Source: an optimization exercise on an open RTL-to-GDS flow (aim: small area and a short achievable clock period). Production flows keep margins and buffers that such runs may drop.
Only simulation tests tie the RTL to the original design; equivalence was not proved.
The flow treats the clock pin as an ideal source, which a real chip does not have.

== old ==
==> flow/design.v <==
module frame_rx (
    input  wire        clk,
    input  wire        rst,           
    input  wire        in_valid,
    input  wire [7:0]  in_byte,
    output reg         pl_valid,      
    output wire [7:0]  pl_byte,
    output reg         fr_valid,      
    output reg  [2:0]  fr_status,
    output wire [7:0]  fr_ver,
    output wire [7:0]  fr_type,
    output wire [7:0]  fr_seq,
    output wire [15:0] fr_len
);
    localparam [7:0]  SYNC = 8'hA5;
    localparam [16:0] WCNT_PRE = 17'h0788F;
    localparam [2:0] ST_OK        = 3'd0;
    localparam [2:0] ST_TOO_SHORT = 3'd1;
    localparam [2:0] ST_TRUNCATED = 3'd2;
    localparam [2:0] ST_OVERFLOW  = 3'd3;
    localparam [2:0] ST_BAD_SYNC  = 3'd4;
    localparam [2:0] ST_BAD_LEN   = 3'd5;
    localparam [2:0] ST_BAD_CRC   = 3'd6;
    function [15:0] crc_step;
        input [15:0] acc_in;
        input [7:0]  b;
        reg   [15:0] acc;
        integer      k;
        begin
            acc = acc_in ^ {b, 8'h00};
            for (k = 0; k < 8; k = k + 1) begin
                if (acc[15])
                    acc = {acc[14:0], 1'b0} ^ 16'h1021;
                else
                    acc = {acc[14:0], 1'b0};
            end
            crc_step = acc;
        end
    endfunction
    reg        first;      
    reg        is_code;    
    reg [7:0]  rem;
    reg        zpend;      
    reg [16:0] wcnt;       
    reg        full;       
    reg        ovf;        
    reg [3:0]  cnt;        
    reg [15:0] pl_left;    
    reg        pl_zero;    
    reg [1:0]  tail;       
    reg        sync_ok;    
    reg [7:0]  d_ver, d_type, d_seq, d_len_lo, d_len_hi;
    reg [7:0]  b1;         
    reg [15:0] crc;        
    reg        crc_ok;     
    wire        in_hz;       
    wire        in_sync;     
    wire        in_eq_crc;   
    frx_zero7 u_zero7 (.b(in_byte[7:1]), .z(in_hz));
    frx_sync  u_sync  (.b(in_byte), .s(in_sync));
    frx_eq8   u_eq8   (.a(in_byte), .b(crc[15:8]), .eq(in_eq_crc));
    wire        in_nz    = !in_hz || in_byte[0];
    wire        take     = in_valid && (first || !full);
    wire        dec_cond = is_code ? (!first && zpend) : 1'b1;
    wire        dec_wr   = in_valid && dec_cond;
    wire [7:0]  dec_byte = is_code ? 8'h00 : in_byte;
    wire        hdr_done = (cnt >= 4'd6);
    wire        in_pl    = hdr_done && !pl_zero;
    assign pl_byte = b1;
    assign fr_ver  = d_ver;
    assign fr_type = d_type;
    assign fr_seq  = d_seq;
    assign fr_len  = {d_len_hi, d_len_lo};
    reg  [2:0]  verdict;
    always @(*) begin
        if (first)                         verdict = ST_TOO_SHORT;
        else if (ovf)                      verdict = ST_OVERFLOW;
        else if (!is_code)                 verdict = ST_TRUNCATED;
        else if (cnt != 4'd8)              verdict = ST_TOO_SHORT;
        else if (!sync_ok)                 verdict = ST_BAD_SYNC;
        else if (!pl_zero || tail != 2'd2) verdict = ST_BAD_LEN;
        else if (!crc_ok)                  verdict = ST_BAD_CRC;
        else                               verdict = ST_OK;
    end
    always @(posedge clk) begin
        if (rst) begin
            first    <= 1'b1;
            is_code  <= 1'b1;
            pl_valid <= 1'b0;
            fr_valid <= 1'b0;
        end else begin
            pl_valid <= dec_wr && in_nz && !full && in_pl;
            fr_valid <= in_valid && !in_nz;
            if (in_valid) begin
                first   <= !in_nz;
                is_code <= !in_nz || (is_code ? in_hz : (rem == 8'd2));
            end
        end
    end
    always @(posedge clk) begin
        fr_status <= verdict;
        if (in_valid)
            rem <= is_code ? in_byte : rem - 8'd1;
        if (take) begin
            wcnt <= first ? 17'd0 : {wcnt[15:0], ~(wcnt[16] ^ wcnt[13])};
            full <= !first && (wcnt == WCNT_PRE);
        end
        if (in_valid)
            ovf <= !first && (ovf || full);
        if (in_valid && is_code)
            zpend <= (in_byte != 8'hFF);
        if (in_valid && first)
            cnt <= 4'd0;
        else if (dec_wr && cnt != 4'd8)
            cnt <= cnt + 4'd1;
        if (in_valid) begin
            case (cnt)
                4'd0: sync_ok  <= !is_code && in_sync;
                4'd1: d_ver    <= dec_byte;
                4'd2: d_type   <= dec_byte;
                4'd3: d_seq    <= dec_byte;
                4'd4: d_len_lo <= dec_byte;
                4'd5: d_len_hi <= dec_byte;
                default: ;
            endcase
        end
        if (dec_wr) begin
            b1     <= dec_byte;
            crc_ok <= (is_code ? (crc[15:8] == 8'd0) : in_eq_crc) && (crc[7:0] == b1);
            if (cnt < 4'd2)
                crc <= 16'hFFFF;
            else
                crc <= crc_step(crc, b1);
            if (cnt == 4'd5) begin
                pl_left <= {dec_byte, d_len_lo};
                pl_zero <= (is_code || !in_nz) && (d_len_lo == 8'd0);
                tail    <= 2'd0;
            end else if (in_pl) begin
                pl_left <= pl_left - 16'd1;
                pl_zero <= (pl_left == 16'd1);
            end else if (hdr_done && tail != 2'd3) begin
                tail <= tail + 2'd1;
            end
        end
    end
endmodule
module frx_zero7 (
    input  wire [6:0] b,
    output wire       z
);
    assign z = (b == 7'd0);
endmodule
module frx_sync (
    input  wire [7:0] b,
    output wire       s
);
    assign s = (b == 8'hA5);
endmodule
module frx_eq8 (
    input  wire [7:0] a,
    input  wire [7:0] b,
    output wire       eq
);
    assign eq = (a == b);
endmodule
clock: 5.0 ns
lec_check: 0
cap_margin: 20
core_margin: 2
core_utilization: 40
place_density: 0.6
setup_slack_margin: 3.2
slew_margin: 20
standard.sh (not shown) runs the stock make flow with config.mk's settings and CLKGATE_MAP_FILE= SYNTH_SCRIPT=/design/flow/synth_recipe.tcl, a recipe that flattens the netlist after the stock synthesis.
==> flow/flow/run.sh <==
#!/bin/bash
# Standard layout (the standard.sh, standard synthesis unchanged) with:
#  - the port buffers inserted as the smallest buffer cell;
#  - a one-level clock tree built by flow/manual_cts.tcl before clock tree
#    synthesis (the clock port drives four buffers, each driving a quarter of
#    the registers).
# Every tool's output goes to standard.log.
here=$(pwd)
bash standard.sh "BUFFER_PORTS_ARGS=-buffer_cell sky130_fd_sc_hd__buf_1" \
  "PRE_CTS_TCL=$here/flow/manual_cts.tcl" \
  finish > standard.log 2>&1
==> flow/flow/manual_cts.tcl <==
# Clock tree, sourced before ORFS's clock tree synthesis (PRE_CTS_TCL).
# The clock port drives four clock buffers; each drives the clock pins of a
# quarter of the registers, split by their placed position (two halves by x,
# each split in two by y), and sits at their centroid. Every register's clock
# passes through exactly one buffer, so all arrive together. TritonCTS then
# finds no unbuffered clock net and leaves the tree as it is.
set cts_buf sky130_fd_sc_hd__clkbuf_16
if { [info exists ::env(MANUAL_CTS_BUF)] } { set cts_buf $::env(MANUAL_CTS_BUF) }
set block [ord::get_db_block]
set clknet [[$block findBTerm clk] getNet]
set sinks {}
foreach it [$clknet getITerms] {
  set inst [$it getInst]
  set loc [$inst getLocation]
  lappend sinks [list [lindex $loc 0] [lindex $loc 1] "[$inst getName]/[[$it getMTerm] getName]"]
}
puts "manual_cts: [llength $sinks] clock sinks, buffer $cts_buf"
set xs [lsort -integer -index 0 $sinks]
set half [expr {[llength $xs] / 2}]
set groups {}
foreach g [list [lrange $xs 0 [expr {$half - 1}]] [lrange $xs $half end]] {
  set ys [lsort -integer -index 1 $g]
  set h [expr {[llength $ys] / 2}]
  lappend groups [lrange $ys 0 [expr {$h - 1}]]
  lappend groups [lrange $ys $h end]
}
set dbu [$block getDbUnitsPerMicron]
set k 0
foreach g $groups {
  set sx 0
  set sy 0
  set pins {}
  foreach s $g {
    incr sx [lindex $s 0]
    incr sy [lindex $s 1]
    lappend pins [sta::find_pin [lindex $s 2]]
  }
  set cx [expr {double($sx) / [llength $g] / $dbu}]
  set cy [expr {double($sy) / [llength $g] / $dbu}]
  insert_buffer -buffer_cell $cts_buf -net [$clknet getName] -load_pins $pins \
    -location [list $cx $cy] -buffer_name clkbuf_m$k -net_name clknet_m$k
  puts "manual_cts: clkbuf_m$k drives [llength $g] sinks at ($cx, $cy)"
  incr k
}
foreach n [$block getNets] {
  if { [string match clknet_m* [$n getName]] } { $n setSigType CLOCK }
}
$clknet setSigType CLOCK
detailed_placement
set_propagated_clock [all_clocks]
For new, these inputs were changed with respect to old:
Settings: SYNTH_MINIMUM_KEEP_SIZE now 0, previously not set; SYNTH_HIERARCHICAL now 1, previously not set.
### Flow results
The lower maximum number of pins on one net before global-route repair of old and new is in old.
new: share of synthesized cell area in and, or, nand and nor gates is 0.80 points higher than what old reported.
Summary of the comparison: wire length on met3 is higher in new, relative to old.
Going from old to new, number of standard cells in the layout, taps in and fillers out grew by a few percent.

[separate check: timing with driven ports]
Ports are ideal in the flow. The routed layouts listed here were re-timed in OpenROAD. Step 1 assumes that a clkbuf_16 drives the clock port and a buf_2 every other input. Step 2, shift: input delay + t, output delay - t, t = (earliest + latest rising clock arrival at the registers) / 2. This alone moves slack from input paths to output paths. Three values: no drivers, after step 1, after step 2; two values: the first two.
run | shift t [ns] | slack for setup (ns) | worst register clock-pin slew, ns
old | 0.257 | 3.064 / 3.102 / 2.855 | 0.11 / 0.11
new | 0.255 | 2.838 / 2.886 / 2.631 | 0.12 / 0.12
After both steps setup and hold are still met in every run listed. For old, which loses most, drivers alone change the setup slack by +0.038 ns; drivers and shift together by -0.209 ns.
